Source: an optimization exercise on an open RTL-to-GDS flow (aim: small area, a short achievable clock period and few clock cycles). Production flows keep margins and buffers that such runs may drop. RTL that was checked went through simulation tests only; none was proved equivalent to the original. Function not checked in run 1: the RTL went through the layout flow alone.

==> flow/design.v (outline; a module is shown in full before it is edited, if it fits) <==
// module uhre_fxu: 592 lines
// module fxu_rdmux: 19 lines
// module fxu_lane_b: 464 lines
// module fxu_lane_a: 530 lines
// module fxu_fadd: 180 lines
module uhre_fxu (
    input  wire        clk,
    input  wire        rst,         
    input  wire        cmd_valid,
    input  wire [15:0] cmd_word,
    output wire        cmd_ready,
    output reg         done,
    input  wire        wr_en,
    input  wire [4:0]  wr_addr,
    input  wire [15:0] wr_data,
    input  wire [4:0]  rd_addr,
    output reg  [15:0] rd_data
);
  // ...
==> flow/flow/run.sh <==
#!/bin/bash
set -euo pipefail
export SETUP_SLACK_MARGIN=6.3
export BUFFER_PORTS_ARGS="-buffer_cell sky130_fd_sc_hd__buf_4"
bash standard.sh > make.log 2>&1
==> flow/standard.sh <==
#!/bin/bash
# synth_recipe.tcl (not shown) runs the flow's synth.tcl, then flattens the netlist and writes it again
# the make line also repeats each setting of config.mk as NAME=value (left out here)
make -C /OpenROAD-flow-scripts/flow DESIGN_CONFIG=/design/flow/config.mk WORK_HOME=/design/flow/orfs CLKGATE_MAP_FILE= SYNTH_SCRIPT=/design/flow/synth_recipe.tcl "${@:-finish}"
==> flow/config.mk <==
export PLATFORM = sky130hd
export DESIGN_NAME = uhre_fxu
export DESIGN_NICKNAME = uhre_fxu
export VERILOG_FILES = /design/flow/design.v
export SDC_FILE = /design/flow/constraint.sdc
export NUM_CORES = 8
export LEC_CHECK = 0
export ABC_AREA = 1
export CAP_MARGIN = 20
export CORE_MARGIN = 2
export CORE_UTILIZATION = 42
export PLACE_DENSITY = 0.6
export SLEW_MARGIN = 60
==> flow/constraint.sdc <==
create_clock -name core_clock -period 14.0 [get_ports {clk}]
set_input_delay 2.8000 -clock core_clock [delete_from_list [all_inputs] [get_ports {clk}]]
set_output_delay 2.8000 -clock core_clock [all_outputs]
set_load 0.01 [all_outputs]
==> flow_summary_export.csv, run 1 <==
group,metric,value,unit
floorplan,initial_core_util,42.3,%
global_routing,antenna_found_initial,38,
synth,synth_area_per_cell,7.00,um^2
synth,synth_ff_type,"edfxtp_1",
clock_tree,postCtsSetupBuffers,35,
critical_path,cp_num_buf_inv,4,
synth,synth_mux_area_share,0.0599,%
hold_path,whs_path_depth,2,
critical_path,crit_path_max_incr_delay,0.58,ns
critical_path,path_class,"in2out",
flow_run,drv_cap,0,
critical_path,r2r_end,"ee[167]",
final_layout,layout_commonest_cell,"nand2_1",
final_layout,largest_cell_class,"multi-input combinational cells",
outcome,status,"complete, no violations",
synth,synth_area_leader_cell,"edfxtp_1",
synth,synth_top_family_by_area,"simple AND/OR/NAND/NOR gates",
synth,syn_inst,9851,
sta,fin_ws,6.20,ns
final_layout,bufAreaShareNonClock,4.61,%
final_layout,largest_reg_flops,192,
final_layout,design.seq.count,600,
synth,synthSimpleGateAreaFrac,22.8,%
critical_path,cp.depth,8,
detailed_routing,vias_per_cell,6.37,
synth,syn-num-nets,10600,
placement,numPlacedInstances,11800,
final_layout,sh_seq_area,20.7,%
sta,hold-worst-slack,0.489,ns
synth,synth_top_area_share,18.2,%
clock_tree,clockBufferDepth,3,
==> module uhre_fxu, before the edit <==
module uhre_fxu (
    input  wire        clk,
    input  wire        rst,         
    input  wire        cmd_valid,
    input  wire [15:0] cmd_word,
    output wire        cmd_ready,
    output reg         done,
    input  wire        wr_en,
    input  wire [4:0]  wr_addr,
    input  wire [15:0] wr_data,
    input  wire [4:0]  rd_addr,
    output reg  [15:0] rd_data
);
    localparam [4:0] OP_NOP    = 5'd0,  OP_FADD  = 5'd1,  OP_FSUB  = 5'd2,
                     OP_FMUL   = 5'd3,  OP_FDIV  = 5'd4,  OP_AADD  = 5'd5,
                     OP_FSIN   = 5'd6,  OP_FCOS  = 5'd7,  OP_ITOF  = 5'd8,
                     OP_FTOI   = 5'd9,  OP_MID   = 5'd10, OP_MROT  = 5'd11,
                     OP_MTRANS = 5'd12, OP_MSCALE= 5'd13, OP_XFORM = 5'd14,
                     OP_PROJ   = 5'd15;
    localparam [2:0] CL_FMUL = 3'd0, CL_PROJ = 3'd1, CL_XFORM = 3'd2, CL_MSCALE = 3'd3,
                     CL_MROT = 3'd4, CL_MTRANS = 3'd5, CL_FDIV = 3'd6;
    function [8:0] quarter_lo(input [5:0] i);
        case (i)
            6'd0: quarter_lo = 9'd0;
            6'd1: quarter_lo = 9'd6;
            6'd2: quarter_lo = 9'd13;
            6'd3: quarter_lo = 9'd19;
            6'd4: quarter_lo = 9'd25;
            6'd5: quarter_lo = 9'd31;
            6'd6: quarter_lo = 9'd38;
            6'd7: quarter_lo = 9'd44;
            6'd8: quarter_lo = 9'd50;
            6'd9: quarter_lo = 9'd56;
            6'd10: quarter_lo = 9'd62;
            6'd11: quarter_lo = 9'd68;
            6'd12: quarter_lo = 9'd74;
            6'd13: quarter_lo = 9'd80;
            6'd14: quarter_lo = 9'd86;
            6'd15: quarter_lo = 9'd92;
            6'd16: quarter_lo = 9'd98;
            6'd17: quarter_lo = 9'd104;
            6'd18: quarter_lo = 9'd109;
            6'd19: quarter_lo = 9'd115;
            6'd20: quarter_lo = 9'd121;
            6'd21: quarter_lo = 9'd126;
            6'd22: quarter_lo = 9'd132;
            6'd23: quarter_lo = 9'd137;
            6'd24: quarter_lo = 9'd142;
            6'd25: quarter_lo = 9'd147;
            6'd26: quarter_lo = 9'd152;
            6'd27: quarter_lo = 9'd157;
            6'd28: quarter_lo = 9'd162;
            6'd29: quarter_lo = 9'd167;
            6'd30: quarter_lo = 9'd172;
            6'd31: quarter_lo = 9'd177;
            6'd32: quarter_lo = 9'd181;
            6'd33: quarter_lo = 9'd185;
            6'd34: quarter_lo = 9'd190;
            6'd35: quarter_lo = 9'd194;
            6'd36: quarter_lo = 9'd198;
            6'd37: quarter_lo = 9'd202;
            6'd38: quarter_lo = 9'd206;
            6'd39: quarter_lo = 9'd209;
            6'd40: quarter_lo = 9'd213;
            6'd41: quarter_lo = 9'd216;
            6'd42: quarter_lo = 9'd220;
            6'd43: quarter_lo = 9'd223;
            6'd44: quarter_lo = 9'd226;
            6'd45: quarter_lo = 9'd229;
            6'd46: quarter_lo = 9'd231;
            6'd47: quarter_lo = 9'd234;
            6'd48: quarter_lo = 9'd237;
            6'd49: quarter_lo = 9'd239;
            6'd50: quarter_lo = 9'd241;
            6'd51: quarter_lo = 9'd243;
            6'd52: quarter_lo = 9'd245;
            6'd53: quarter_lo = 9'd247;
            6'd54: quarter_lo = 9'd248;
            6'd55: quarter_lo = 9'd250;
            6'd56: quarter_lo = 9'd251;
            6'd57: quarter_lo = 9'd252;
            6'd58: quarter_lo = 9'd253;
            6'd59: quarter_lo = 9'd254;
            6'd60: quarter_lo = 9'd255;
            6'd61: quarter_lo = 9'd255;
            6'd62: quarter_lo = 9'd256;
            6'd63: quarter_lo = 9'd256;
            default: quarter_lo = 9'd0;
        endcase
    endfunction
    function [8:0] quarter_hi(input [5:0] i);
        case (i)
            6'd0: quarter_hi = 9'd256;
            6'd1: quarter_hi = 9'd256;
            6'd2: quarter_hi = 9'd256;
            6'd3: quarter_hi = 9'd255;
            6'd4: quarter_hi = 9'd255;
            6'd5: quarter_hi = 9'd254;
            6'd6: quarter_hi = 9'd253;
            6'd7: quarter_hi = 9'd252;
            6'd8: quarter_hi = 9'd251;
            6'd9: quarter_hi = 9'd250;
            6'd10: quarter_hi = 9'd248;
            6'd11: quarter_hi = 9'd247;
            6'd12: quarter_hi = 9'd245;
            6'd13: quarter_hi = 9'd243;
            6'd14: quarter_hi = 9'd241;
            6'd15: quarter_hi = 9'd239;
            6'd16: quarter_hi = 9'd237;
            6'd17: quarter_hi = 9'd234;
            6'd18: quarter_hi = 9'd231;
            6'd19: quarter_hi = 9'd229;
            6'd20: quarter_hi = 9'd226;
            6'd21: quarter_hi = 9'd223;
            6'd22: quarter_hi = 9'd220;
            6'd23: quarter_hi = 9'd216;
            6'd24: quarter_hi = 9'd213;
            6'd25: quarter_hi = 9'd209;
            6'd26: quarter_hi = 9'd206;
            6'd27: quarter_hi = 9'd202;
            6'd28: quarter_hi = 9'd198;
            6'd29: quarter_hi = 9'd194;
            6'd30: quarter_hi = 9'd190;
            6'd31: quarter_hi = 9'd185;
            6'd32: quarter_hi = 9'd181;
            6'd33: quarter_hi = 9'd177;
            6'd34: quarter_hi = 9'd172;
            6'd35: quarter_hi = 9'd167;
            6'd36: quarter_hi = 9'd162;
            6'd37: quarter_hi = 9'd157;
            6'd38: quarter_hi = 9'd152;
            6'd39: quarter_hi = 9'd147;
            6'd40: quarter_hi = 9'd142;
            6'd41: quarter_hi = 9'd137;
            6'd42: quarter_hi = 9'd132;
            6'd43: quarter_hi = 9'd126;
            6'd44: quarter_hi = 9'd121;
            6'd45: quarter_hi = 9'd115;
            6'd46: quarter_hi = 9'd109;
            6'd47: quarter_hi = 9'd104;
            6'd48: quarter_hi = 9'd98;
            6'd49: quarter_hi = 9'd92;
            6'd50: quarter_hi = 9'd86;
            6'd51: quarter_hi = 9'd80;
            6'd52: quarter_hi = 9'd74;
            6'd53: quarter_hi = 9'd68;
            6'd54: quarter_hi = 9'd62;
            6'd55: quarter_hi = 9'd56;
            6'd56: quarter_hi = 9'd50;
            6'd57: quarter_hi = 9'd44;
            6'd58: quarter_hi = 9'd38;
            6'd59: quarter_hi = 9'd31;
            6'd60: quarter_hi = 9'd25;
            6'd61: quarter_hi = 9'd19;
            6'd62: quarter_hi = 9'd13;
            6'd63: quarter_hi = 9'd6;
            default: quarter_hi = 9'd0;
        endcase
    endfunction
    function legal(input [15:0] w);
        begin
            case (w[15:11])
                OP_NOP, OP_MID:                      legal = (w[10:0] == 11'd0);
                OP_FADD, OP_FSUB, OP_FMUL, OP_FDIV,
                OP_AADD:                             legal = (w[1:0] == 2'd0);
                OP_FSIN, OP_FCOS, OP_ITOF, OP_FTOI,
                OP_XFORM, OP_PROJ:                   legal = (w[4:0] == 5'd0);
                OP_MROT:                             legal = (w[10:8] == 3'd0) && (w[4:2] == 3'd0)
                                                             && (w[1:0] != 2'd3);
                OP_MTRANS, OP_MSCALE:                legal = (w[10:8] == 3'd0) && (w[4:0] == 5'd0);
                default:                             legal = 1'b0;
            endcase
        end
    endfunction
    function [4:0] blen(input [15:0] v);
        integer b;
        begin
            blen = 5'd0;
            for (b = 0; b < 16; b = b + 1)
                if (v[b]) blen = b + 1;
        end
    endfunction
    function [3:0] el_idx(input [1:0] row, input [1:0] col);
        el_idx = (col == 2'd3) ? 4'd9 + {2'd0, row} : {row, 1'b0} + {2'd0, row} + {2'd0, col};
    endfunction
    function [1:0] el_row(input [3:0] e);
        case (e)
            4'd0, 4'd1, 4'd2, 4'd9:  el_row = 2'd0;
            4'd3, 4'd4, 4'd5, 4'd10: el_row = 2'd1;
            default:                 el_row = 2'd2;
        endcase
    endfunction
    function [1:0] rot_row(input [1:0] axis, input sel_q);
        case (axis)
            2'd0:    rot_row = sel_q ? 2'd2 : 2'd1;
            2'd1:    rot_row = sel_q ? 2'd2 : 2'd0;
            default: rot_row = sel_q ? 2'd1 : 2'd0;
        endcase
    endfunction
    function [7:0] msc_pair(input [2:0] k);
        case (k)
            3'd0:    msc_pair = {4'd3,  4'd0};
            3'd1:    msc_pair = {4'd4,  4'd1};
            3'd2:    msc_pair = {4'd5,  4'd6};
            3'd3:    msc_pair = {4'd10, 4'd7};
            3'd4:    msc_pair = {4'd2,  4'd8};
            default: msc_pair = {4'd9,  4'd11};
        endcase
    endfunction
    function [23:0] benc(input [15:0] y, input negate);
        integer i;
        reg b0, b1, b2;
        begin
            for (i = 0; i < 8; i = i + 1) begin
                b0 = (i == 0) ? 1'b0 : y[2*i-1];
                b1 = y[2*i];
                b2 = y[2*i+1];
                benc[i]      = b1 ^ b0;
                benc[8 + i]  = (b2 & ~b1 & ~b0) | (~b2 & b1 & b0);
                benc[16 + i] = b2 ^ negate;
            end
        end
    endfunction
    reg [127:0] rf;           
    reg [191:0] ee;           
    reg [15:0]  psx, psy, cx, cy;
    reg         flag_ov, flag_dz, flag_ill;
    reg        busy;
    reg [2:0]  cls;
    reg [3:0]  step;
    reg [2:0]  rd_q, rs1_q;
    reg [1:0]  fn_q;
    reg [15:0] xa, xb;
    reg [23:0] ya, yb;            
    reg [15:0] v0;                
    reg [33:0] za, zb;            
    reg        pnn_a, pnn_b;      
    reg        c_zx, c_rnd8a, c_rnd16a, c_rnd8b, c_rnd16b;
    reg        c_wp, c_ws, c_wdiv, c_ova, c_ovb, c_wea, c_web, c_mt, c_last;
    reg [2:0]  c_tp, c_ts, c_pidx;
    reg [3:0]  c_eia, c_eib;
    reg [1:0]  c_rowa;
    reg        d_neg;
    wire [15:0] d_r  = zb[15:0];
    wire [17:0] d_d3 = zb[33:16];
    wire [31:0] d_nq = za[31:0];
    wire [15:0] d_d  = xb;
    assign cmd_ready = ~busy;
    wire [4:0] w_op  = cmd_word[15:11];
    wire [2:0] w_rd  = cmd_word[10:8];
    wire [2:0] w_rs1 = cmd_word[7:5];
    wire [2:0] w_rs2 = cmd_word[4:2];
    wire [1:0] w_fn  = cmd_word[1:0];
    wire       w_legal = legal(cmd_word);
    wire       accept  = ~busy & cmd_valid;
    wire       acc_ok  = accept & w_legal;
    wire       hw      = ~busy & wr_en;           
    wire [2:0]  pa_idx = busy ? c_pidx : w_rs1;
    wire [15:0] pa     = rf[16*pa_idx +: 16];
    wire        w_pc   = (w_op == OP_PROJ) || (w_op == OP_MTRANS);
    wire [2:0]  pb_idx = w_pc ? w_rs1 + 3'd1 : w_rs2;
    wire [15:0] pb     = rf[16*pb_idx +: 16];
    wire [15:0] pc     = pb;
    wire [8:0]  q_lo  = quarter_lo(pa[5:0]);
    wire [8:0]  q_hi  = quarter_hi(pa[5:0]);
    wire [8:0]  s_mag = pa[6] ? q_hi : q_lo;
    wire [8:0]  c_mag = pa[6] ? q_lo : q_hi;
    wire        s_neg = pa[7];
    wire        c_neg = pa[7] ^ pa[6];
    wire [15:0] sin_v = s_neg ? 16'd0 - {7'd0, s_mag} : {7'd0, s_mag};
    wire [15:0] cos_v = c_neg ? 16'd0 - {7'd0, c_mag} : {7'd0, c_mag};
    wire        sp_neg = s_neg ^ (w_fn == 2'd1);      
    wire [16:0] add_s  = {pa[15], pa} + {pb[15], pb};
    wire [16:0] sub_s  = {pa[15], pa} - {pb[15], pb};
    wire [7:0]  ang_s  = pa[7:0] + pb[7:0];
    wire [16:0] ftoi_s = {pa[15], pa} + 17'd127 + {16'd0, ~pa[15]};
    wire        itof_ov = !((pa[15:7] == 9'h000) || (pa[15:7] == 9'h1FF));
    reg [15:0] alu_v;
    reg        alu_ov;
    always @(*) begin
        alu_v  = 16'd0;
        alu_ov = 1'b0;
        case (w_op)
            OP_FADD: begin alu_v = add_s[15:0]; alu_ov = add_s[16] ^ add_s[15]; end
            OP_FSUB: begin alu_v = sub_s[15:0]; alu_ov = sub_s[16] ^ sub_s[15]; end
            OP_AADD: alu_v = {8'd0, ang_s};
            OP_FSIN: alu_v = sin_v;
            OP_FCOS: alu_v = cos_v;
            OP_ITOF: begin alu_v = {pa[7:0], 8'd0}; alu_ov = itof_ov; end
            OP_FTOI: alu_v = {{8{ftoi_s[16]}}, ftoi_s[15:8]};
            default: alu_v = pa[15] ? 16'h8000 : 16'h7FFF;    
        endcase
    end
    wire [15:0] mt_t  = ~busy ? ee[16*9 +: 16] : ee[16*11 +: 16];
    wire [16:0] mt_s  = {mt_t[15], mt_t} + {pa[15], pa};
    wire        mt_ov = mt_s[16] ^ mt_s[15];
    wire [16:0] mt1_s = {ee[16*10+15], ee[16*10 +: 16]} + {pc[15], pc};
    wire        mt1_ov = mt1_s[16] ^ mt1_s[15];
    wire [33:0] b_s, b_c, a_s, a_c;
    fxu_lane_b u_lane_b (.x(xb), .one(yb[7:0]), .two(yb[15:8]), .neg(yb[23:16]), .z(zb),
                         .k7(c_rnd8b | c_rnd16b), .k15(c_rnd16b), .cin0(c_rnd16b & pnn_b),
                         .s(b_s), .c(b_c));
    fxu_lane_a u_lane_a (.x(xa), .one(ya[7:0]), .two(ya[15:8]), .neg(ya[23:16]), .z(za),
                         .zx(zb & {34{c_zx}}),
                         .k7(c_rnd8a | c_rnd16a), .k15(c_rnd16a), .cin0(c_rnd16a & pnn_a),
                         .s(a_s), .c(a_c));
    wire [33:0] sum_a, sum_b;
    fxu_fadd u_fadd_a (.s(a_s), .c(a_c), .rnd8(c_rnd8a), .sum(sum_a));
    fxu_fadd u_fadd_b (.s(b_s), .c(b_c), .rnd8(c_rnd8b), .sum(sum_b));
    wire [25:0] h_a   = sum_a[33:8];
    wire [25:0] h_b   = sum_b[33:8];
    wire        ova   = !((h_a[25:15] == 11'h000) || (h_a[25:15] == 11'h7FF));
    wire        ovb   = !((h_b[25:15] == 11'h000) || (h_b[25:15] == 11'h7FF));
    wire [15:0] cla   = (h_a[25:18] == 8'h00 || h_a[25:18] == 8'hFF) ? h_a[23:8] :
                        (h_a[25] ? 16'hFC00 : 16'h03FF);
    wire [15:0] clb   = (h_b[25:18] == 8'h00 || h_b[25:18] == 8'hFF) ? h_b[23:8] :
                        (h_b[25] ? 16'hFC00 : 16'h03FF);
    function [17:0] r4step(input [15:0] r, input [1:0] nb, input [15:0] d, input [17:0] d3);
        reg [17:0] t;
        reg [18:0] e1, e2, e3;
        begin
            t  = {r, nb};
            e1 = {1'b0, t} - {3'b0, d};
            e2 = {1'b0, t} - {2'b0, d, 1'b0};
            e3 = {1'b0, t} - {1'b0, d3};
            if (!e3[18])      r4step = {2'd3, e3[15:0]};
            else if (!e2[18]) r4step = {2'd2, e2[15:0]};
            else if (!e1[18]) r4step = {2'd1, e1[15:0]};
            else              r4step = {2'd0, t[15:0]};
        end
    endfunction
    wire [17:0] dst1 = r4step(d_r, d_nq[31:30], d_d, d_d3);
    wire [15:0] d_r2  = div_first ? d_init[47:32] : dst1[15:0];
    wire [1:0]  d_nb2 = div_first ? d_init[31:30] : d_nq[29:28];
    wire [17:0] d_d32 = div_first ? d_3d : d_d3;
    wire [17:0] dst2 = r4step(d_r2, d_nb2, d_d, d_d32);
    wire [24:0] d_q    = {d_nq[22:0], dst1[17:16]};
    wire [25:0] d_res  = ({2'b0, d_q[24:1]} ^ {26{d_neg}}) + {25'd0, d_q[0] ^ d_neg};
    wire        d_ov   = !((d_res[25:15] == 11'h000) || (d_res[25:15] == 11'h7FF));
    wire [15:0] abs_pa = pa[15] ? 16'd0 - pa : pa;
    wire [15:0] abs_pb = pb[15] ? 16'd0 - pb : pb;
    wire [4:0]  d_la   = blen(za[15:0]);
    wire [4:0]  d_lb   = blen(xb);
    wire [5:0]  d_gsum = {1'b0, d_lb} + 6'd22 - {1'b0, d_la};
    wire [2:0]  d_gh   = (d_gsum[5:2] > 4'd7) ? 3'd7 : d_gsum[4:2];      
    wire [47:0] d_init = {16'd0, 7'd0, za[15:0], 9'd0} << {d_gh, 2'b00};
    wire [17:0] d_3d   = {2'b0, xb} + {1'b0, xb, 1'b0};
    reg       w_multi;
    reg [2:0] w_cls;
    always @(*) begin
        w_multi = 1'b0;
        w_cls   = CL_FMUL;
        if (w_legal) begin
            case (w_op)
                OP_FMUL:   begin w_multi = 1'b1; w_cls = CL_FMUL;   end
                OP_PROJ:   begin w_multi = 1'b1; w_cls = CL_PROJ;   end
                OP_XFORM:  begin w_multi = 1'b1; w_cls = CL_XFORM;  end
                OP_MSCALE: begin w_multi = 1'b1; w_cls = CL_MSCALE; end
                OP_MROT:   begin w_multi = 1'b1; w_cls = CL_MROT;   end
                OP_MTRANS: begin w_multi = 1'b1; w_cls = CL_MTRANS; end
                OP_FDIV:   begin w_multi = (pb != 16'd0); w_cls = CL_FDIV; end
                default: ;
            endcase
        end
    end
    wire div_acc   = ~busy & (w_op == OP_FDIV);
    wire div_first = busy & (cls == CL_FDIV) & (step == 4'd1);
    wire div_iter  = busy & (cls == CL_FDIV) & (step != 4'd1);
    wire [2:0] ld_cls  = busy ? cls : w_cls;
    wire [3:0] ld_step = busy ? step + 4'd1 : 4'd1;
    wire [1:0] ld_fn   = busy ? fn_q : w_fn;
    wire [2:0] ld_rd   = busy ? rd_q : w_rd;
    wire [2:0] ld_rs1  = busy ? rs1_q : w_rs1;
    wire [1:0] ld_col  = ld_step[2:1] - {1'b0, ~ld_step[0]};    
    reg        n_zx, n_rnd8a, n_rnd16a, n_rnd8b, n_rnd16b;
    reg        n_wp, n_ws, n_wdiv, n_ova, n_ovb, n_wea, n_web, n_mt, n_last;
    reg [2:0]  n_tp, n_pidx;
    reg [3:0]  n_eia, n_eib;
    reg        n_za_t0, n_za_t2, n_za_acc, n_za_c, n_zb_t1, n_zb_acc, n_zb_c;
    reg [3:0]  ia, ib;           
    always @(*) begin
        n_zx = 1'b0; n_rnd8a = 1'b0; n_rnd16a = 1'b0; n_rnd8b = 1'b0; n_rnd16b = 1'b0;
        n_wp = 1'b0; n_ws = 1'b0; n_wdiv = 1'b0; n_ova = 1'b0; n_ovb = 1'b0;
        n_wea = 1'b0; n_web = 1'b0; n_mt = 1'b0; n_last = 1'b0;
        n_tp = ld_rd; n_pidx = ld_rs1; n_eia = 4'd0; n_eib = 4'd0;
        n_za_t0 = 1'b0; n_za_t2 = 1'b0; n_za_acc = 1'b0; n_za_c = 1'b0;
        n_zb_t1 = 1'b0; n_zb_acc = 1'b0; n_zb_c = 1'b0;
        ia = 4'd0; ib = 4'd0;
        case (ld_cls)
            CL_FMUL: begin
                n_rnd8a = 1'b1; n_wp = 1'b1; n_ova = 1'b1; n_last = 1'b1;
            end
            CL_PROJ: begin
                n_za_c = 1'b1; n_zb_c = 1'b1; n_rnd16a = 1'b1; n_rnd16b = 1'b1;
                n_wp = 1'b1; n_ws = 1'b1; n_last = 1'b1;
            end
            CL_XFORM: begin
                n_pidx = ld_rs1 + ((ld_step == 4'd3) ? 3'd1 : ld_step[2:0]);
                case (ld_step)
                    4'd1: begin n_za_t0 = 1'b1; n_zb_t1 = 1'b1; ia = 4'd0; ib = 4'd3; end
                    4'd2: begin n_za_acc = 1'b1; n_zb_acc = 1'b1; ia = 4'd1; ib = 4'd4; end
                    4'd3: begin n_za_acc = 1'b1; n_zb_acc = 1'b1; n_rnd8a = 1'b1; n_rnd8b = 1'b1;
                                n_wp = 1'b1; n_ws = 1'b1; n_ova = 1'b1; n_ovb = 1'b1;
                                ia = 4'd2; ib = 4'd5; end
                    4'd4: begin n_za_t2 = 1'b1; ia = 4'd8; ib = 4'd7; end
                    default: begin
                                n_za_acc = 1'b1; n_zb_acc = 1'b1; n_zx = 1'b1; n_rnd8a = 1'b1;
                                n_wp = 1'b1; n_tp = ld_rd + 3'd2; n_ova = 1'b1; n_last = 1'b1;
                                ia = 4'd6; end
                endcase
            end
            CL_MSCALE: begin
                n_rnd8a = 1'b1; n_rnd8b = 1'b1; n_wea = 1'b1; n_web = 1'b1;
                n_ova = 1'b1; n_ovb = 1'b1;
                n_last = (ld_step == 4'd6);
                {ia, ib} = msc_pair(ld_step[2:0] - 3'd1);
                n_eia = ia; n_eib = ib;
            end
            CL_MROT: begin
                n_last = (ld_step == 4'd8);
                ia = el_idx(rot_row(ld_fn, ~ld_step[0]), ld_col);
                ib = ia;
                if (~ld_step[0]) begin
                    n_za_acc = 1'b1; n_zb_acc = 1'b1; n_rnd8a = 1'b1; n_rnd8b = 1'b1;
                    n_wea = 1'b1; n_web = 1'b1; n_ova = 1'b1; n_ovb = 1'b1;
                    n_eia = el_idx(rot_row(ld_fn, 1'b0), ld_col);
                    n_eib = el_idx(rot_row(ld_fn, 1'b1), ld_col);
                end
            end
            CL_MTRANS: begin
                n_mt = 1'b1; n_eia = 4'd11; n_pidx = ld_rs1 + 3'd2; n_last = 1'b1;
            end
            default: begin   
                if (div_first ? (d_gh == 3'd7) : (ld_step == 4'd9)) begin
                    n_wp = 1'b1; n_wdiv = 1'b1; n_ova = 1'b1; n_last = 1'b1;
                end
            end
        endcase
    end
    wire        do_wp   = busy ? c_wp : (acc_ok && (w_op == OP_FADD || w_op == OP_FSUB ||
                          w_op == OP_AADD || w_op == OP_FSIN || w_op == OP_FCOS ||
                          w_op == OP_ITOF || w_op == OP_FTOI ||
                          w_op == OP_FDIV));    
    wire [2:0]  tp      = busy ? c_tp : w_rd;
    wire [2:0]  ts      = c_ts;
    wire        do_ws   = busy & c_ws;
    wire        bs_alu  = ~busy & ~hw;
    wire        bs_div  = busy & c_wdiv;
    wire        bs_a8   = busy & ~c_wdiv & ~c_rnd16a;
    wire        bs_a16  = busy & ~c_wdiv & c_rnd16a;
    wire        bs_b8   = busy & ~c_rnd16b;
    wire        bs_b16  = busy & c_rnd16b;
    wire [15:0] bus_pa  = ({16{bs_div}} & d_res[15:0]) | ({16{bs_a8}} & h_a[15:0]) |
                          ({16{bs_a16}} & cla);
    wire [15:0] bus_pb  = ({16{bs_b8}} & h_b[15:0]) | ({16{bs_b16}} & clb);
    wire [15:0] bus_re  = ({16{hw}} & wr_data) | ({16{bs_alu}} & alu_v) |
                          (tp[0] ? bus_pb : bus_pa);
    wire [15:0] bus_ro  = ({16{hw}} & wr_data) | ({16{bs_alu}} & alu_v) |
                          (tp[0] ? bus_pa : bus_pb);
    wire        mid     = acc_ok & (w_op == OP_MID);
    wire        mt0     = acc_ok & (w_op == OP_MTRANS);
    wire        mt_we   = mt0 | (busy & c_mt);
    wire [15:0] bus_e0  = hw ? wr_data : mt_we ? mt_s[15:0] : (c_rowa == 2'd0) ? h_a[15:0] : h_b[15:0];
    wire [15:0] bus_e1  = hw ? wr_data : mt0 ? mt1_s[15:0] : (c_rowa == 2'd1) ? h_a[15:0] : h_b[15:0];
    wire [15:0] bus_e2  = hw ? wr_data : mt_we ? mt_s[15:0] : (c_rowa == 2'd2) ? h_a[15:0] : h_b[15:0];
    wire [15:0] bus_reg = bus_re & {16{~rst}};
    wire [15:0] bus_rog = bus_ro & {16{~rst}};
    wire [15:0] bus_e0g = bus_e0 & {16{~(rst | mid)}};
    wire [15:0] bus_e1g = bus_e1 & {16{~(rst | mid)}};
    wire [15:0] bus_e2g = bus_e2 & {16{~(rst | mid)}};
    wire        ov_set  = busy ? ((c_ova & (c_wdiv ? d_ov : ova)) | (c_ovb & ovb) | (c_mt & mt_ov))
                               : (acc_ok & ((w_op == OP_MTRANS) ? (mt_ov | mt1_ov) : alu_ov));
    genvar gi;
    generate
        for (gi = 0; gi < 8; gi = gi + 1) begin : g_rf
            wire we = rst | (hw & (wr_addr == gi)) | (do_wp & (tp == gi)) | (do_ws & (ts == gi));
            always @(posedge clk)
                if (we) rf[16*gi +: 16] <= (gi % 2) ? bus_rog : bus_reg;
        end
        for (gi = 0; gi < 12; gi = gi + 1) begin : g_ee
            localparam integer ROW = (gi < 9) ? gi / 3 : gi - 9;
            wire we = rst | mid | (hw & (wr_addr == gi + 8)) |
                      (busy & c_wea & (c_eia == gi)) | (busy & c_web & (c_eib == gi)) |
                      (mt0 & (gi == 9 || gi == 10)) | (busy & c_mt & (c_eia == gi));
            wire [15:0] init = (gi == 0 || gi == 4 || gi == 8) ? 16'h0100 : 16'h0000;
            always @(posedge clk)
                if (we) ee[16*gi +: 16] <= init & {16{rst | mid}} |
                                           ((ROW == 0) ? bus_e0g : (ROW == 1) ? bus_e1g : bus_e2g);
        end
    endgenerate
    always @(posedge clk) begin
        if (rst) begin
            psx <= 16'h0100; psy <= 16'h0100; cx <= 16'd0; cy <= 16'd0;
        end else if (hw) begin
            if (wr_addr == 5'd20) psx <= wr_data;
            if (wr_addr == 5'd21) psy <= wr_data;
            if (wr_addr == 5'd22) cx  <= wr_data;
            if (wr_addr == 5'd23) cy  <= wr_data;
        end
    end
    always @(posedge clk) begin
        if (rst) begin
            flag_ov <= 1'b0; flag_dz <= 1'b0; flag_ill <= 1'b0;
        end else if (hw && wr_addr == 5'd24) begin
            {flag_ill, flag_dz, flag_ov} <= wr_data[2:0];
        end else begin
            if (ov_set) flag_ov <= 1'b1;
            if (acc_ok && w_op == OP_FDIV && pb == 16'd0) flag_dz <= 1'b1;
            if (accept && !w_legal) flag_ill <= 1'b1;
        end
    end
    always @(posedge clk) begin
        if (rst) begin
            busy <= 1'b0;
            done <= 1'b0;
        end else if (busy) begin
            done <= c_last;
            busy <= ~c_last;
        end else begin
            done <= accept & ~w_multi;
            busy <= accept & w_multi;
        end
    end
    always @(posedge clk) begin
        step <= div_first ? {1'b0, d_gh} + 4'd2 : ld_step;
        if (~busy) begin
            cls   <= w_cls;
            rd_q  <= w_rd;
            rs1_q <= w_rs1;
            fn_q  <= w_fn;
        end
        c_zx <= n_zx;
        c_rnd8a <= n_rnd8a; c_rnd16a <= n_rnd16a; c_rnd8b <= n_rnd8b; c_rnd16b <= n_rnd16b;
        c_wp <= n_wp; c_ws <= n_ws; c_wdiv <= n_wdiv; c_ova <= n_ova; c_ovb <= n_ovb;
        c_wea <= n_wea; c_web <= n_web; c_mt <= n_mt; c_last <= n_last;
        c_tp <= n_tp; c_ts <= ld_rd + 3'd1; c_pidx <= n_pidx;
        c_eia <= n_eia; c_eib <= n_eib; c_rowa <= el_row(n_eia);
        za <= ({34{n_za_t0}}  & {{10{ee[16*9+15]}},  ee[16*9  +: 16], 8'd0}) |
              ({34{n_za_t2}}  & {{10{ee[16*11+15]}}, ee[16*11 +: 16], 8'd0}) |
              ({34{n_za_acc}} & sum_a) | ({34{n_za_c}} & {{2{cx[15]}}, cx, 16'd0}) |
              ({34{div_acc}}  & {18'd0, abs_pa}) |
              ({34{div_first}} & {2'd0, d_init[29:0], dst2[17:16]}) |
              ({34{div_iter}} & {2'd0, d_nq[27:0], dst1[17:16], dst2[17:16]});
        zb <= ({34{n_zb_t1}}  & {{10{ee[16*10+15]}}, ee[16*10 +: 16], 8'd0}) |
              ({34{n_zb_acc}} & sum_b) | ({34{n_zb_c}} & {{2{cy[15]}}, cy, 16'd0}) |
              ({34{div_first}} & {d_3d, dst2[15:0]}) |
              ({34{div_iter}} & {d_d3, dst2[15:0]});
    end
    wire [15:0] ea = ee[16*ia +: 16];
    wire [15:0] eb = ee[16*ib +: 16];
    wire [15:0] e0 = ee[16*0 +: 16];
    wire [15:0] e3 = ee[16*3 +: 16];
    always @(posedge clk) begin
        if (~busy) begin
            case (w_op)
                OP_FMUL:   begin xa <= pb;  ya <= benc(pa, 1'b0); end
                OP_FDIV:   xb <= abs_pb;
                OP_PROJ:   begin xa <= psx; xb <= psy; ya <= benc(pa, 1'b0); yb <= benc(pc, 1'b0); end
                OP_MROT:   begin xa <= (w_fn == 2'd0) ? e3 : e0;  xb <= (w_fn == 2'd0) ? e3 : e0;
                                 ya <= benc(cos_v, 1'b0); yb <= benc({7'd0, s_mag}, sp_neg); end
                default:   begin xa <= (w_op == OP_MSCALE) ? e3 : e0;  xb <= (w_op == OP_MSCALE) ? e0 : e3;
                                 ya <= benc(pa, 1'b0); yb <= benc(pa, 1'b0); end
            endcase
            v0 <= pa;
            pnn_a <= ~(psx[15] ^ pa[15]) | (psx == 16'd0) | (pa == 16'd0);
            pnn_b <= ~(psy[15] ^ pc[15]) | (psy == 16'd0) | (pc == 16'd0);
        end else begin
            xa <= ea;
            if (cls != CL_FDIV) xb <= eb;
            case (cls)
                CL_MROT: begin
                    ya <= step[0] ? {~yb[23:16], yb[15:0]} : yb;
                    yb <= step[0] ? ya : {~ya[23:16], ya[15:0]};
                end
                CL_XFORM: begin
                    case (step)
                        4'd1, 4'd2: begin ya <= benc(pa, 1'b0); yb <= benc(pa, 1'b0); end
                        4'd3: yb <= benc(pa, 1'b0);
                        default: ya <= benc(v0, 1'b0);
                    endcase
                end
                default: ;
            endcase
        end
    end
    always @(posedge clk)
        if (~busy) d_neg <= pa[15] ^ pb[15];
    wire [15:0] rd_mux;
    fxu_rdmux u_rdmux (.a(rd_addr), .rf(rf), .ee(ee), .psx(psx), .psy(psy), .cx(cx), .cy(cy),
                       .st({flag_ill, flag_dz, flag_ov}), .d(rd_mux));
    always @(*) rd_data = rd_mux;
endmodule
==> run 2: changes to the inputs <==
--- a/flow/design.v
+++ b/flow/design.v
@@ -463,11 +463,6 @@
     wire [15:0] bus_e0  = hw ? wr_data : mt_we ? mt_s[15:0] : (c_rowa == 2'd0) ? h_a[15:0] : h_b[15:0];
     wire [15:0] bus_e1  = hw ? wr_data : mt0 ? mt1_s[15:0] : (c_rowa == 2'd1) ? h_a[15:0] : h_b[15:0];
     wire [15:0] bus_e2  = hw ? wr_data : mt_we ? mt_s[15:0] : (c_rowa == 2'd2) ? h_a[15:0] : h_b[15:0];
-    wire [15:0] bus_reg = bus_re & {16{~rst}};
-    wire [15:0] bus_rog = bus_ro & {16{~rst}};
-    wire [15:0] bus_e0g = bus_e0 & {16{~(rst | mid)}};
-    wire [15:0] bus_e1g = bus_e1 & {16{~(rst | mid)}};
-    wire [15:0] bus_e2g = bus_e2 & {16{~(rst | mid)}};
     wire        ov_set  = busy ? ((c_ova & (c_wdiv ? d_ov : ova)) | (c_ovb & ovb) | (c_mt & mt_ov))
                                : (acc_ok & ((w_op == OP_MTRANS) ? (mt_ov | mt1_ov) : alu_ov));
     genvar gi;
@@ -475,7 +470,7 @@
         for (gi = 0; gi < 8; gi = gi + 1) begin : g_rf
             wire we = rst | (hw & (wr_addr == gi)) | (do_wp & (tp == gi)) | (do_ws & (ts == gi));
             always @(posedge clk)
-                if (we) rf[16*gi +: 16] <= (gi % 2) ? bus_rog : bus_reg;
+                if (we) rf[16*gi +: 16] <= rst ? 16'd0 : ((gi % 2) ? bus_ro : bus_re);
         end
         for (gi = 0; gi < 12; gi = gi + 1) begin : g_ee
             localparam integer ROW = (gi < 9) ? gi / 3 : gi - 9;
@@ -484,8 +479,8 @@
                       (mt0 & (gi == 9 || gi == 10)) | (busy & c_mt & (c_eia == gi));
             wire [15:0] init = (gi == 0 || gi == 4 || gi == 8) ? 16'h0100 : 16'h0000;
             always @(posedge clk)
-                if (we) ee[16*gi +: 16] <= init & {16{rst | mid}} |
-                                           ((ROW == 0) ? bus_e0g : (ROW == 1) ? bus_e1g : bus_e2g);
+                if (we) ee[16*gi +: 16] <= (rst | mid) ? init :
+                                           (ROW == 0) ? bus_e0 : (ROW == 1) ? bus_e1 : bus_e2;
         end
     endgenerate
     always @(posedge clk) begin
@@ -548,18 +543,15 @@
     end
     wire [15:0] ea = ee[16*ia +: 16];
     wire [15:0] eb = ee[16*ib +: 16];
-    wire [15:0] e0 = ee[16*0 +: 16];
-    wire [15:0] e3 = ee[16*3 +: 16];
     always @(posedge clk) begin
         if (~busy) begin
             case (w_op)
                 OP_FMUL:   begin xa <= pb;  ya <= benc(pa, 1'b0); end
                 OP_FDIV:   xb <= abs_pb;
                 OP_PROJ:   begin xa <= psx; xb <= psy; ya <= benc(pa, 1'b0); yb <= benc(pc, 1'b0); end
-                OP_MROT:   begin xa <= (w_fn == 2'd0) ? e3 : e0;  xb <= (w_fn == 2'd0) ? e3 : e0;
+                OP_MROT:   begin xa <= ea;  xb <= eb;
                                  ya <= benc(cos_v, 1'b0); yb <= benc({7'd0, s_mag}, sp_neg); end
-                default:   begin xa <= (w_op == OP_MSCALE) ? e3 : e0;  xb <= (w_op == OP_MSCALE) ? e0 : e3;
-                                 ya <= benc(pa, 1'b0); yb <= benc(pa, 1'b0); end
+                default:   begin xa <= ea;  xb <= eb;  ya <= benc(pa, 1'b0); yb <= benc(pa, 1'b0); end
             endcase
             v0 <= pa;
             pnn_a <= ~(psx[15] ^ pa[15]) | (psx == 16'd0) | (pa == 16'd0);
--- a/flow/config.mk
+++ b/flow/config.mk
@@ -8,6 +8,6 @@
 export ABC_AREA = 1
 export CAP_MARGIN = 20
 export CORE_MARGIN = 2
-export CORE_UTILIZATION = 42
-export PLACE_DENSITY = 0.6
+export CORE_UTILIZATION = 50
+export PLACE_DENSITY = 0.66
 export SLEW_MARGIN = 60
==> run 2 against run 1 <==
Core utilization grew 8.8 points. Clock skew grew 0.040 ns. Critical path depth grew 15. Largest cell class unchanged. Non-clock buffer count grew 30. Still clean on timing, DRC and antenna. Die area shrank 17%. Global-route usage grew 5.9 points. First-iteration DRC count grew 24%. Setup slack gained 0.011 ns. Critical endpoint is now xa[9].
==> flow_summary_export.csv, run 2 <==
group,metric,value,unit
synth,ys_ff_latch,600,
sta,tightest_slew,0.737,ns
final_layout,instances_no_fill,11600,
final_layout,regMostFlops,"ee",
placement,place_ws,4.81,ns
placement,dpl-instance-area,71500,um^2
outcome,status,"complete, no violations",
synth,syn-num-nets,10400,
placement,dp_hpwl,291,mm
detailed_routing,vias,78700,
floorplan,die-area,139000,um^2
sta,fin_crit,7.79,ns
synth,synth_area_leader_cell,"edfxtp_1",
synth,yosysWarningCount,1,
global_routing,met2_usage,73.6,%
final_layout,areaGrowthSynthToFinish,12.9,%
synth,synth.most_common_cell,"nand2_1",
clock_tree,htreeDepth,3,
global_routing,grt_util_met1,62.2,%
detailed_routing,dr.pass1.iters,11,
critical_path,reg2reg_slack,6.22,ns
sta,final_max_slew_viol_count,0,
synth,yosys-top-cells-area,"edfxtp_1 18%, nand2_1 11%, fa_1 9.3%, inv_1 7.3%, ha_1 6.8%",
critical_path,crit_path_max_incr_delay,0.55,ns
floorplan,fp.dieW,373,um
critical_path,crit_top_cell,"inv_1",
sta,clock_skew,0.0810,ns
floorplan,initial_core_util,50.3,%
placement,portBuffers,63,
clock_tree,insertion_delay,0.76,ns
critical_path,arrival,8.12,ns
floorplan,coreArea,135000,um^2
global_routing,grt_pass1_vias,70600,
final_layout,fill_cells,12500,
critical_path,end_kind,"flop",
global_routing,grt_start_max_net_pins,108,
final_layout,drive_gt1_share,11.3,%
global_routing,use_met3,21.2,%
detailed_routing,drt_iter0_drc,14400,
clock_tree,cts_num_sinks,600,
detailed_routing,drc,0,
sta,relSlewSlack,50.9,%
global_routing,grt-ovfl-total,0,
final_layout,largest_reg_flops,192,
clock_tree,cts_made_buffers,74,
detailed_routing,detail-route-antenna-nets,0,
placement,gp_congestion,1.14,
floorplan,io_pins,64,
synth,ys_types,78,
synth,ys_seq_area_share,23.8,%
final_layout,fin_area,77000,um^2
clock_tree,clockBufferDepth,3,
final_layout,finalNetCount,10400,
sta,finalSetupTns,0,ns
critical_path,path_class,"in2reg",
synth,syn_inst,9639,
clock_tree,cts_tree,"yes",
sta,period_share,55.6,%
synth,synth-edff-count,419,
critical_path,crit_slowest_cell,"inv_2",
global_routing,antenna_found_initial,41,
final_layout,reg_top3,"ee x192, rf x128",
floorplan,num_rows,135,
critical_path,critPathLaunchType,"input pin",
hold_path,hold_path.class,"reg2reg",
global_routing,busiest_layer,"met2",
sta,fin_ws,6.21,ns
synth,synth_top_area_share,18.4,%
sta,max_freq,128,MHz
clock_tree,cts_root_buf,"clkbuf_16",
synth,synth_ff_type,"edfxtp_1",
sta,rsz0062_at_grt,"true",
critical_path,cp_top_family,"simple AND/OR/NAND/NOR gates",
clock_tree,cts_hold_buf,0,
flow_run,drv_cap,0,
synth,async_reset_ff_share,0,%
synth,syn_area,68200,um^2
global_routing,track_usage,52.9,%
floorplan,die_y,373,um
critical_path,cp_max_fo,18,
synth,synth_area_per_cell,7.08,um^2
synth,synthTopCellsByCount,"2052 x nand2_1, 1320 x inv_1, 766 x o21ai_0, 666 x a21oi_1, 628 x nor2_1",
final_layout,layout_common_cells,"1989 x nand2_1, 1236 x inv_1, 695 x o21ai_0, 647 x a21oi_1, 598 x nand3_1",
final_layout,layout_commonest_cell,"nand2_1",
global_routing,grt_pass1_wl,526,mm
detailed_routing,post_drt_wl_per_cell,33.4,um
placement,numPlacedInstances,11200,
critical_path,crit_chain,"buf_4, inv_1, nand2_1, o21ai_0, inv_1, nor2_1, inv_1, a21oi_1, inv_1, fa_1, inv_1, ha_1, fa_1, or2_0, o211ai_1, nand3_2, buf_4, inv_2, nand3_1, nand3_1, nand2_1, nand2_1, nand2_1",
detailed_routing,vias_per_cell,6.81,
critical_path,cp_num_buf_inv,8,
detailed_routing,drt_wl_total,385,mm
sta,hold-worst-slack,0.499,ns
clock_tree,path_clk_slew,0.06,ns
critical_path,cp_data_required_time,14.33,ns
sta,hold_viol,0,
sta,setup_viol,0,
[run 2: changes by cell type after synthesis, moves of 13 or more]
cell | previous run | this run
a21oi_1 | 711 | 666
inv_1 | 1370 | 1320
nand3_1 | 709 | 622
a22oi_1 | 33 | 55
nand2_2 | 19 | 32
inv_2 | 59 | 33
buf_1 | 47 | 34
nand4_1 | 97 | 63
o21ai_1 | 77 | 53
clkbuf_1 | 311 | 297
o211ai_1 | 233 | 285
nor2_1 | 518 | 628
xor2_1 | 370 | 387
nand2_1 | 2159 | 2052
[run 2: timing repair]
action | CTS | global route
pin swaps | 8 | 30
endpoints found under the setup margin | 361 | 358
cloned | 0 | 15
hold endpoints to repair | 0 | 0
setup buffers | 36 | 71
resized for setup | 146 | 240
[run 2: final timing paths]
kind                  end         from  depth (start not counted)
setup / recovery    xa[9]  cmd_word[0]                         23
hold / removal    flag_dz      flag_dz                          2
setup reg to reg  ee[113]        xa[0]                         25
hold reg to reg   flag_dz      flag_dz                          2
[run 2: cell type report]
class	count	area (um^2)	share of cell area (%)
Multi-Input combinational cell	7195	46600	60.5
Sequential cell	600	16200	21.1
Inverter	1382	5410	7.03
Timing Repair Buffer	426	3920	5.10
Tap cell	1781	2230	2.89
Clock buffer	95	1980	2.57
Clock inverter	41	543	0.705
Antenna cell	31	77.6	0.101
Timing Repair inverter	1	5.00	0.00650
[run 2: logic make-up (layout without fill, tap and decap cells)]
group / count (synthesis) / in the layout / synth area share (%)
buf+inv: 1850 / 1945 / 10.7
compound gates: 2434 / 2434 / 21.2
mux: 3 / 3 / 0.0459
xor+xnor: 469 / 469 / 6.03
simple gates: 3594 / 3600 / 22.1
flops: 600 / 600 / 23.8
other cells: 0 / 31 / 0
fa+ha+maj: 689 / 689 / 16.1
[run 2: worst min-delay path, stage by stage (launching register included)]
cell and delay [ns]:
dfxtp_1 0.30, inv_1 0.07, a31oi_1 0.08
[run 2: metrics by stage]
step / utilization, %
global route: 56.8
CTS: 55.3
global placement: 52.0
detailed placement: 52.8
floorplan: -
finish: 56.8
[run 2: routing by layer]
| layer | vias up | share of wire (%) |
|---|---|---|
| met5 | - | 0.097 |
| li1 | 32700 | - |
| met3 | 2058 | 16 |
| met4 | 26 | 12 |
| met2 | 7419 | 39 |
| met1 | 36500 | 33 |
Testbench counts of run 2, summed over its fixed seeds: cycles 10,997.
==> run 3: changes to the inputs <==
--- a/flow/config.mk
+++ b/flow/config.mk
@@ -8,6 +8,6 @@
 export ABC_AREA = 1
 export CAP_MARGIN = 20
 export CORE_MARGIN = 2
-export CORE_UTILIZATION = 50
-export PLACE_DENSITY = 0.66
+export CORE_UTILIZATION = 28
+export PLACE_DENSITY = 0.56
 export SLEW_MARGIN = 60
==> run 3 against run 2 <==
Clock skew down 0.028 ns. Setup slack worse by 0.0045 ns. Critical path depth down 13. Worst hold slack worse by 0.0022 ns. Core utilization down 25 points. Count of clock-buffer cells in the layout up 10.
==> flow_summary_export.csv, run 3 <==
group,metric,value,unit
sta,final_max_slew_viol_count,0,
synth,synth_ff_type,"edfxtp_1",
sta,max_freq,128,MHz
floorplan,initial_core_util,28.1,%
placement,numPlacedInstances,12700,
final_layout,drive_gt1_share,10.3,%
critical_path,path_class,"in2out",
sta,tightest_slew,0.754,ns
final_layout,regMostFlops,"ee",
final_layout,layout_commonest_cell,"nand2_1",
clock_tree,htreeDepth,3,
synth,synth_area_per_cell,7.08,um^2
floorplan,coreArea,243000,um^2
critical_path,end_kind,"output port",
final_layout,layout_common_cells,"2006 x nand2_1, 1244 x inv_1, 705 x o21ai_0, 651 x a21oi_1, 603 x nand3_1",
placement,dpl-instance-area,73200,um^2
global_routing,grt-ovfl-total,0,
sta,relSlewSlack,49.4,%
synth,synthTopCellsByCount,"2052 x nand2_1, 1320 x inv_1, 766 x o21ai_0, 666 x a21oi_1, 628 x nor2_1",
synth,yosysWarningCount,1,
sta,clock_skew,0.0531,ns
critical_path,critPathLaunchType,"input pin",
final_layout,areaGrowthSynthToFinish,14.8,%
final_layout,fin_area,78300,um^2
clock_tree,clockBufferDepth,3,
floorplan,io_pins,64,
synth,synth_area_leader_cell,"edfxtp_1",
synth,syn_inst,9639,
clock_tree,path_clk_slew,0.06,ns
detailed_routing,detail-route-antenna-nets,0,
synth,ys_types,78,
critical_path,arrival,4.99,ns
clock_tree,cts_hold_buf,0,
sta,rsz0062_at_grt,"true",
detailed_routing,vias_per_cell,5.72,
synth,synth_top_area_share,18.4,%
global_routing,track_usage,27.6,%
detailed_routing,vias,73900,
outcome,status,"complete, no violations",
hold_path,hold_start,"cx[5]",
global_routing,grt_pass1_vias,66300,
sta,period_share,55.7,%
critical_path,startpoint,"rd_addr[1]",
placement,dp_hpwl,273,mm
final_layout,finalCoreUtilization,32.3,%
critical_path,cp_max_fo,41,
critical_path,cp_data_required_time,11.20,ns
floorplan,num_rows,181,
synth,syn_area,68200,um^2
detailed_routing,dr.pass1.iters,9,
sta,hold_viol,0,
synth,synth-edff-count,419,
final_layout,instances_no_fill,12900,
floorplan,fp.dieW,498,um
sta,hold-worst-slack,0.496,ns
synth,synth.most_common_cell,"nand2_1",
synth,ys_ff_latch,600,
sta,finalSetupTns,0,ns
floorplan,die-area,248000,um^2
floorplan,die_y,498,um
global_routing,grt_start_max_net_pins,82,
clock_tree,cts_root_buf,"clkbuf_16",
clock_tree,cts_num_sinks,600,
clock_tree,insertion_delay,0.74,ns
detailed_routing,drc,0,
detailed_routing,post_drt_wl_per_cell,27.8,um
synth,ys_seq_area_share,23.8,%
synth,yosys-top-cells-area,"edfxtp_1 18%, nand2_1 11%, fa_1 9.3%, inv_1 7.3%, ha_1 6.8%",
detailed_routing,drt_iter0_drc,11300,
final_layout,reg_top3,"ee x192, rf x128",
synth,syn-num-nets,10400,
final_layout,finalNetCount,10400,
global_routing,antenna_found_initial,29,
clock_tree,cts_tree,"yes",
clock_tree,cts_made_buffers,77,
sta,setup_viol,0,
flow_run,drv_cap,0,
hold_path,hold_path.class,"reg2reg",
global_routing,grt_pass1_wl,496,mm
sta,fin_ws,6.21,ns
placement,place_ws,4.63,ns
critical_path,rr_startpoint,"za[14]",
placement,gp_congestion,1.09,
final_layout,largest_reg_flops,192,
synth,async_reset_ff_share,0,%
sta,fin_crit,7.79,ns
placement,portBuffers,63,
detailed_routing,drt_wl_total,359,mm
run 3: cell types whose count changed in the layout (fill, tap and decap cells not counted), moves of 12 or more:
cell,previous run,this run
buf_4,320,290
diode_2,31,13
xor2_1,371,383
ha_1,350,364
nand2_1,1989,2006
run 3: routing by layer:
layer	vias up	track usage [%]	wire length [um]
li1	32600	-	-
met1	35100	36.9	141000
met2	5161	39.6	145000
met3	998	7.40	46500
met4	22	16.2	26100
met5	-	0	211
run 3: worst paths after layout:
| kind | depth (start not counted) | slack (ns) | endpoint |
|---|---|---|---|
| worst max-delay path | 10 | 6.21 | rd_data[0] |
| worst min register to register | 2 | 0.50 | cx[5] |
| worst max register to register | 30 | 6.39 | rf[115] |
| worst min-delay path | 2 | 0.50 | cx[5] |
run 3: logic make-up after synthesis:
logic type / after synthesis / synth area share, %
XOR/XNOR: 469 / 6.03
AND/OR/NAND/NOR: 3594 / 22.1
buffers and inverters: 1850 / 10.7
flip-flops: 600 / 23.8
AO/OA/AOI/OAI: 2434 / 21.2
adder cells (fa/ha/maj): 689 / 16.1
multiplexers: 3 / 0.0459
run 3: worst max-delay path: stages:
cell and delay (ns):
buf_6 0.24, buf_16 0.22, buf_12 0.26, a21oi_1 0.07, o21ai_0 0.21, o211ai_1 0.25
buf_2 0.24, a311oi_1 0.29, a31oi_2 0.13, buf_4 0.20
run 3: timing repair:
action / 4_1_cts / 5_1_grt
setup endpoints to repair: 352 / 326
gates cloned: 12 / 8
gates resized for setup: 120 / 197
buffers inserted: 20 / 66
pin swaps: 12 / 25
run 3: area by class of cell:
cell class | instances | area [um^2]
Tap cell | 3202 | 4010
Fill cell | 26300 | 164000
Inverter | 1382 | 5400
Timing Repair inverter | 3 | 22.5
Clock buffer | 105 | 2110
Multi-Input combinational cell | 7194 | 46300
Sequential cell | 600 | 16200
Clock inverter | 37 | 492
Timing Repair Buffer | 389 | 3750
Antenna cell | 13 | 32.5
==> run 4: changes to the inputs <==
--- a/flow/config.mk
+++ b/flow/config.mk
@@ -8,6 +8,6 @@
 export ABC_AREA = 1
 export CAP_MARGIN = 20
 export CORE_MARGIN = 2
-export CORE_UTILIZATION = 28
-export PLACE_DENSITY = 0.56
+export CORE_UTILIZATION = 36
+export PLACE_DENSITY = 0.58
 export SLEW_MARGIN = 60
==> run 4 against run 3 <==
Register-to-register slack better by 0.12 ns. Final cell count fell by 5.6%. Die area decreased by 22%. Wire length rose by 4.6%. Via count grew 1.1%. Maximum frequency rose by 0.11%. Critical path depth is 2 lower. Largest cell class unchanged.
==> flow_summary_export.csv, run 4 <==
group,metric,value,unit
placement,gp_congestion,1.08,
sta,hold_viol,0,
final_layout,largest_reg_flops,192,
sta,period_share,55.6,%
placement,portBuffers,63,
detailed_routing,dr.pass1.iters,7,
clock_tree,htreeDepth,3,
sta,finalSetupTns,0,ns
floorplan,num_rows,159,
outcome,status,"complete, no violations",
synth,synth-xor-area-share,6.03,%
sta,final_max_slew_viol_count,0,
critical_path,critPathLaunchType,"input pin",
detailed_routing,vias_per_cell,6.12,
sta,max_freq,128,MHz
final_layout,areaGrowthSynthToFinish,13.5,%
critical_path,arrival,4.98,ns
floorplan,initial_core_util,36.3,%
synth,synth-edff-count,419,
synth,synth_mux_area_share,0.0459,%
synth,ys_types,78,
clock_tree,insertion_delay,0.75,ns
hold_path,whs_path_depth,2,
sta,tightest_slew,0.704,ns
global_routing,grt_pass1_vias,68300,
synth,syn-num-nets,10400,
placement,place_ws,4.89,ns
synth,synth_top_area_share,18.4,%
sta,fin_ws,6.22,ns
synth,yosysWarningCount,1,
synth,ys_seq_area_share,23.8,%
critical_path,end_kind,"output port",
detailed_routing,detail-route-antenna-nets,0,
final_layout,finalNetCount,10400,
final_layout,reg_top3,"ee x192, rf x128",
global_routing,grt_pass1_wl,518,mm
critical_path,cp_data_required_time,11.20,ns
synth,synth_compound_area_share,21.2,%
synth,async_reset_ff_share,0,%
floorplan,fp.dieW,439,um
sta,relSlewSlack,53.0,%
hold_path,hold_path.class,"reg2reg",
global_routing,antenna_found_initial,22,
global_routing,grt_start_max_net_pins,94,
final_layout,drive_gt1_share,10.7,%
sta,clock_skew,0.0644,ns
final_layout,regMostFlops,"ee",
detailed_routing,drt_wl_total,375,mm
floorplan,die_y,439,um
critical_path,path_class,"in2out",
clock_tree,cts_made_buffers,79,
flow_run,drv_cap,0,
synth,synth_area_leader_cell,"edfxtp_1",
floorplan,io_pins,64,
synth,ys_ff_latch,600,
synth,yosys.area_share.adder,16.1,%
detailed_routing,post_drt_wl_per_cell,30.8,um
hold_path,hold_end,"rs1_q[0]",
clock_tree,cts_root_buf,"clkbuf_16",
critical_path,r2r_end,"ee[166]",
placement,dp_hpwl,287,mm
floorplan,die-area,193000,um^2
synth,synth_ff_type,"edfxtp_1",
synth,synthTopCellsByCount,"2052 x nand2_1, 1320 x inv_1, 766 x o21ai_0, 666 x a21oi_1, 628 x nor2_1",
detailed_routing,drt_iter0_drc,11500,
sta,setup_viol,0,
floorplan,coreArea,188000,um^2
synth,syn_area,68200,um^2
sta,rsz0062_at_grt,"true",
synth,synth_area_per_cell,7.08,um^2
critical_path,rr_worst_depth,37,
global_routing,track_usage,37.5,%
detailed_routing,drc,0,
synth,synth_top_family_by_area,"simple AND/OR/NAND/NOR gates",
sta,fin_crit,7.78,ns
clock_tree,clockBufferDepth,3,
clock_tree,cts_num_sinks,600,
critical_path,cp_max_fo,36,
final_layout,layout_common_cells,"2006 x nand2_1, 1240 x inv_1, 688 x o21ai_0, 645 x a21oi_1, 606 x nand3_1",
synth,syn_inst,9639,
critical_path,rr_startpoint,"yb[1]",
global_routing,grt-ovfl-total,0,
synth,yosys-top-cells-area,"edfxtp_1 18%, nand2_1 11%, fa_1 9.3%, inv_1 7.3%, ha_1 6.8%",
synth,synth.most_common_cell,"nand2_1",
hold_path,hold_start,"rs1_q[0]",
critical_path,reg2reg_slack,6.51,ns
clock_tree,path_clk_slew,0.05,ns
final_layout,layout_commonest_cell,"nand2_1",
synth,synthSimpleGateAreaFrac,22.1,%
clock_tree,cts_tree,"yes",
detailed_routing,vias,74700,
[run 4: how the worst max path moves through the flow]
stage	end	startpoint	cells past startpoint	slack, ns
final	rd_data[1]	rd_addr[2]	8	6.22
after global routing	rf[56]	ya[9]	40	6.22
after CTS	rd_data[0]	rd_addr[0]	10	6.27
after detailed placement	rf[103]	cmd_word[15]	32	4.89
after global placement	za[1]	xb[2]	39	4.45
after floorplan	rf[123]	cmd_word[15]	36	6.89
[run 4: worst max-delay path, cell delays in order]
cell and delay (ns):
buf_4 0.38, buf_8 0.42, o21ai_0 0.21, o221ai_2 0.46
nand2_1 0.12, a32oi_2 0.22, o31ai_4 0.16, buf_4 0.17
[run 4: repair_timing]
action | CTS | global route
cloned | 9 | 4
setup buffers | 32 | 55
endpoints found under the setup margin | 351 | 349
pin swaps | 7 | 26
hold buffers | 0 | 0
gates resized for setup | 140 | 220
[run 4: cell type report]
| class | count | area, um^2 |
|---|---|---|
| Fill cell | 19500 | 111000 |
| Multi-Input combinational cell | 7191 | 46500 |
| Sequential cell | 600 | 16200 |
| Inverter | 1382 | 5390 |
| Timing Repair Buffer | 368 | 3420 |
| Tap cell | 2495 | 3120 |
| Clock buffer | 109 | 2210 |
| Clock inverter | 39 | 470 |
| Timing Repair inverter | 4 | 30.0 |
| Antenna cell | 9 | 22.5 |
[run 4: per-stage QoR]
step | instances | utilization (%) | instance area [um^2] | hold WS (ns)
floorplan | 9639 | - | 68200 | 0.435
global placement | 11900 | 37.9 | 71200 | 0.461
detailed placement | 11900 | 38.4 | 72300 | 0.466
CTS | 12100 | 40.4 | 75900 | 0.478
global route | 12200 | 41.2 | 77400 | 0.522
finish | 12200 | 41.2 | 77400 | 0.482
[run 4: cells by family after synthesis]
kind of cell	Yosys count
multiplexers	3
AND/OR/NAND/NOR	3594
flip-flops	600
XOR/XNOR	469
adder cells (fa/ha/maj)	689
AO/OA/AOI/OAI	2434
buffers and inverters	1850
[run 4: metal layers]
layer	wire length [um]	GRT usage [%]	up-vias
met5	83	0	-
met4	28300	23.2	12
met3	44000	8.72	1004
met2	156000	54.9	5142
met1	147000	49.8	36000
li1	-	-	32500
==> run 5: changes to the inputs <==
==> flow/flow/run.sh (replaced) <==
#!/bin/bash
set -euo pipefail
export SETUP_SLACK_MARGIN=6.45
export BUFFER_PORTS_ARGS="-buffer_cell sky130_fd_sc_hd__buf_4"
bash standard.sh > make.log 2>&1
--- a/flow/config.mk
+++ b/flow/config.mk
@@ -8,6 +8,6 @@
 export ABC_AREA = 1
 export CAP_MARGIN = 20
 export CORE_MARGIN = 2
-export CORE_UTILIZATION = 36
+export CORE_UTILIZATION = 32
 export PLACE_DENSITY = 0.58
 export SLEW_MARGIN = 60
==> run 5 against run 4 <==
Maximum frequency increased by 1.5%. Highest routed layer unchanged. Global-route usage decreased by 4.9 points. Non-clock buffer count increased by 45. Worst hold slack improved by 0.017 ns. Largest cell class unchanged. Die area increased by 12%.
==> flow_summary_export.csv, run 5 <==
group,metric,value,unit
final_layout,instances_no_fill,12600,
global_routing,antenna_found_initial,20,
clock_tree,cts_tree,"yes",
final_layout,reg_top3,"ee x192, rf x128",
synth,ys_types,78,
detailed_routing,vias_per_cell,5.97,
synth,synth_top_family_by_area,"simple AND/OR/NAND/NOR gates",
clock_tree,insertion_delay,0.74,ns
final_layout,areaGrowthSynthToFinish,14.6,%
clock_tree,cts_root_buf,"clkbuf_16",
final_layout,drive_gt1_share,11.1,%
final_layout,layout_common_cells,"1995 x nand2_1, 1242 x inv_1, 702 x o21ai_0, 641 x a21oi_1, 607 x nand3_1",
critical_path,cp_max_fo,26,
synth,synth.most_common_cell,"nand2_1",
critical_path,end_kind,"output port",
synth,synth-xor-area-share,6.03,%
synth,syn_inst,9639,
sta,relSlewSlack,54.6,%
critical_path,crit_chain,"buf_16, buf_16, buf_12, buf_16, o21ai_0, o211ai_1, buf_2, a32o_1, buf_4",
synth,synth_top_area_share,18.4,%
final_layout,largest_reg_flops,192,
synth,synth_ff_type,"edfxtp_1",
sta,rsz0062_at_grt,"false",
placement,dp_hpwl,282,mm
detailed_routing,drt_wl_total,369,mm
clock_tree,clockBufferDepth,3,
synth,synthTopCellsByCount,"2052 x nand2_1, 1320 x inv_1, 766 x o21ai_0, 666 x a21oi_1, 628 x nor2_1",
critical_path,crit_top_cell,"buf_16",
clock_tree,cts_made_buffers,76,
clock_tree,cts_hold_buf,0,
synth,syn-num-nets,10400,
synth,yosys-top-cells-area,"edfxtp_1 18%, nand2_1 11%, fa_1 9.3%, inv_1 7.3%, ha_1 6.8%",
detailed_routing,vias,74900,
critical_path,crit_slowest_cell,"o21ai_0",
synth,syn_area,68200,um^2
detailed_routing,drc,0,
hold_path,hold_end,"rs1_q[0]",
placement,numPlacedInstances,12300,
critical_path,cp_data_required_time,11.20,ns
floorplan,initial_core_util,32.2,%
sta,fin_crit,7.67,ns
sta,tightest_slew,0.678,ns
placement,place_ws,4.94,ns
sta,hold-worst-slack,0.499,ns
synth,synth_area_leader_cell,"edfxtp_1",
floorplan,coreArea,212000,um^2
synth,synth_compound_area_share,21.2,%
synth,ys_seq_area_share,23.8,%
synth,synthSimpleGateAreaFrac,22.1,%
synth,yosysWarningCount,1,
synth,synth_mux_area_share,0.0459,%
critical_path,crit_path_max_incr_delay,0.42,ns
synth,synth_area_per_cell,7.08,um^2
global_routing,grt_pass1_wl,509,mm
synth,yosys.area_share.adder,16.1,%
critical_path,reg2reg_slack,6.63,ns
hold_path,whs_path_depth,2,
critical_path,path_class,"in2out",
synth,ys_ff_latch,600,
sta,max_freq,130,MHz
detailed_routing,post_drt_wl_per_cell,29.4,um
global_routing,grt_pass1_vias,67600,
clock_tree,path_clk_slew,0.06,ns
critical_path,arrival,4.87,ns
sta,hold_viol,0,
outcome,status,"complete, no violations",
placement,dpl-instance-area,72500,um^2
placement,portBuffers,63,
final_layout,finalNetCount,10400,
sta,finalSetupTns,0,ns
floorplan,io_pins,64,
sta,final_max_slew_viol_count,0,
detailed_routing,drt_iter0_drc,11700,
global_routing,grt_start_max_net_pins,91,
flow_run,drv_cap,0,
final_layout,finalCoreUtilization,36.9,%
placement,gp_congestion,1.11,
synth,synth-edff-count,419,
sta,period_share,54.8,%
global_routing,track_usage,32.6,%
clock_tree,cts_num_sinks,600,
sta,setup_viol,0,
global_routing,grt-ovfl-total,0,
critical_path,r2r_end,"rf[51]",
floorplan,die-area,217000,um^2
final_layout,fin_area,78100,um^2
clock_tree,htreeDepth,3,
final_layout,regMostFlops,"ee",
floorplan,die_y,466,um
final_layout,layout_commonest_cell,"nand2_1",
critical_path,rr_startpoint,"xa[12]",
floorplan,num_rows,169,
floorplan,fp.dieW,466,um
detailed_routing,detail-route-antenna-nets,0,
sta,clock_skew,0.0686,ns
critical_path,startpoint,"rd_addr[0]",
sta,fin_ws,6.33,ns
final_layout,fill_cells,22400,
-- run 5: cell counts after synthesis --
Identical to the previous run, type by type.
-- run 5: logic make-up (layout without fill, tap and decap cells) --
group,after synthesis,after routing
compound gates,2434,2434
mux,3,3
fa+ha+maj,689,689
simple gates,3594,3598
buf+inv,1850,1936
other cells,0,6
flops,600,600
xor+xnor,469,469
-- run 5: worst max-delay path by stage --
stage                     slack (ns)  cells after the start          end
final                           6.33                      9  rd_data[15]
after global routing            6.41                     40       rf[52]
after CTS                       6.43                     37       rf[36]
after detailed placement        4.94                     28       rf[12]
after global placement          4.21                     36      rf[107]
after floorplan                 6.89                     36      rf[123]
-- run 5: timing repair --
| item | in CTS | in global routing |
|---|---|---|
| pin swaps | 10 | 56 |
| setup buffers | 48 | 72 |
| endpoints found under the hold margin | 0 | 0 |
| gates resized for setup | 208 | 235 |
| gates cloned | 10 | 7 |
| endpoints found under the setup margin | 362 | 356 |
-- run 5: area by class of cell --
cell class / instances / area (um^2) / area share, %
multi-input cells: 7193 / 46500 / 59.5
flip-flops and latches: 600 / 16200 / 20.8
inverters: 1382 / 5430 / 6.94
repair buffers: 413 / 3910 / 5.01
well taps: 2821 / 3530 / 4.52
clock buffers: 98 / 2080 / 2.66
clock inverters: 40 / 424 / 0.543
repair inverters: 3 / 22.5 / 0.0288
diodes: 6 / 15.0 / 0.0192
-- run 5: worst max-delay path: cells and delay by family --
| family | cells | cell delay [ns] |
|---|---|---|
| buffers and inverters | 6 | 1.05 |
| AO/OA/AOI/OAI | 3 | 0.96 |
-- run 5: metal layers --
layer  vias to the layer above  routed length, um  GRT usage (%)
met3                      1069              48800           8.74
li1                      32600                  -              -
met5                         -                119              0
met2                      5475             147000           46.4
met1                     35800             144000           43.8
met4                        18              28600           19.8

[separate check: timing with driven ports]
In the flow no input, the clock included, has a driving cell. The finished layouts below were timed again as built, in two steps.
Step 1 assumes that a clkbuf_16 drives the clock port and a buf_2 every other input.
Step 2, shift: input delay + t, output delay - t, t = (earliest + latest rising clock arrival at the registers) / 2. This alone moves slack from input paths to output paths.
Three values: no drivers, after step 1, after step 2; two values: the first two.
run | t (ns) | slack for setup (ns) | worst setup path after step 2 | clock arrival spread, ns
run 1 | 0.815 | 6.202 / 6.074 / 5.612 | input to register | 0.041 / 0.041
run 2 | 0.803 | 6.213 / 6.183 / 5.468 | input to register | 0.081 / 0.081
run 3 | 0.789 | 6.209 / 6.105 / 5.821 | input to register | 0.055 / 0.055
run 4 | 0.794 | 6.218 / 6.043 / 5.726 | input to register | 0.065 / 0.064
run 5 | 0.794 | 6.335 / 6.020 / 5.806 | input to register | 0.070 / 0.071
After both steps setup and hold are still met in every run listed. The setup slack of run 2, which loses most, moves by -0.030 ns with the drivers and by -0.745 ns with both steps.
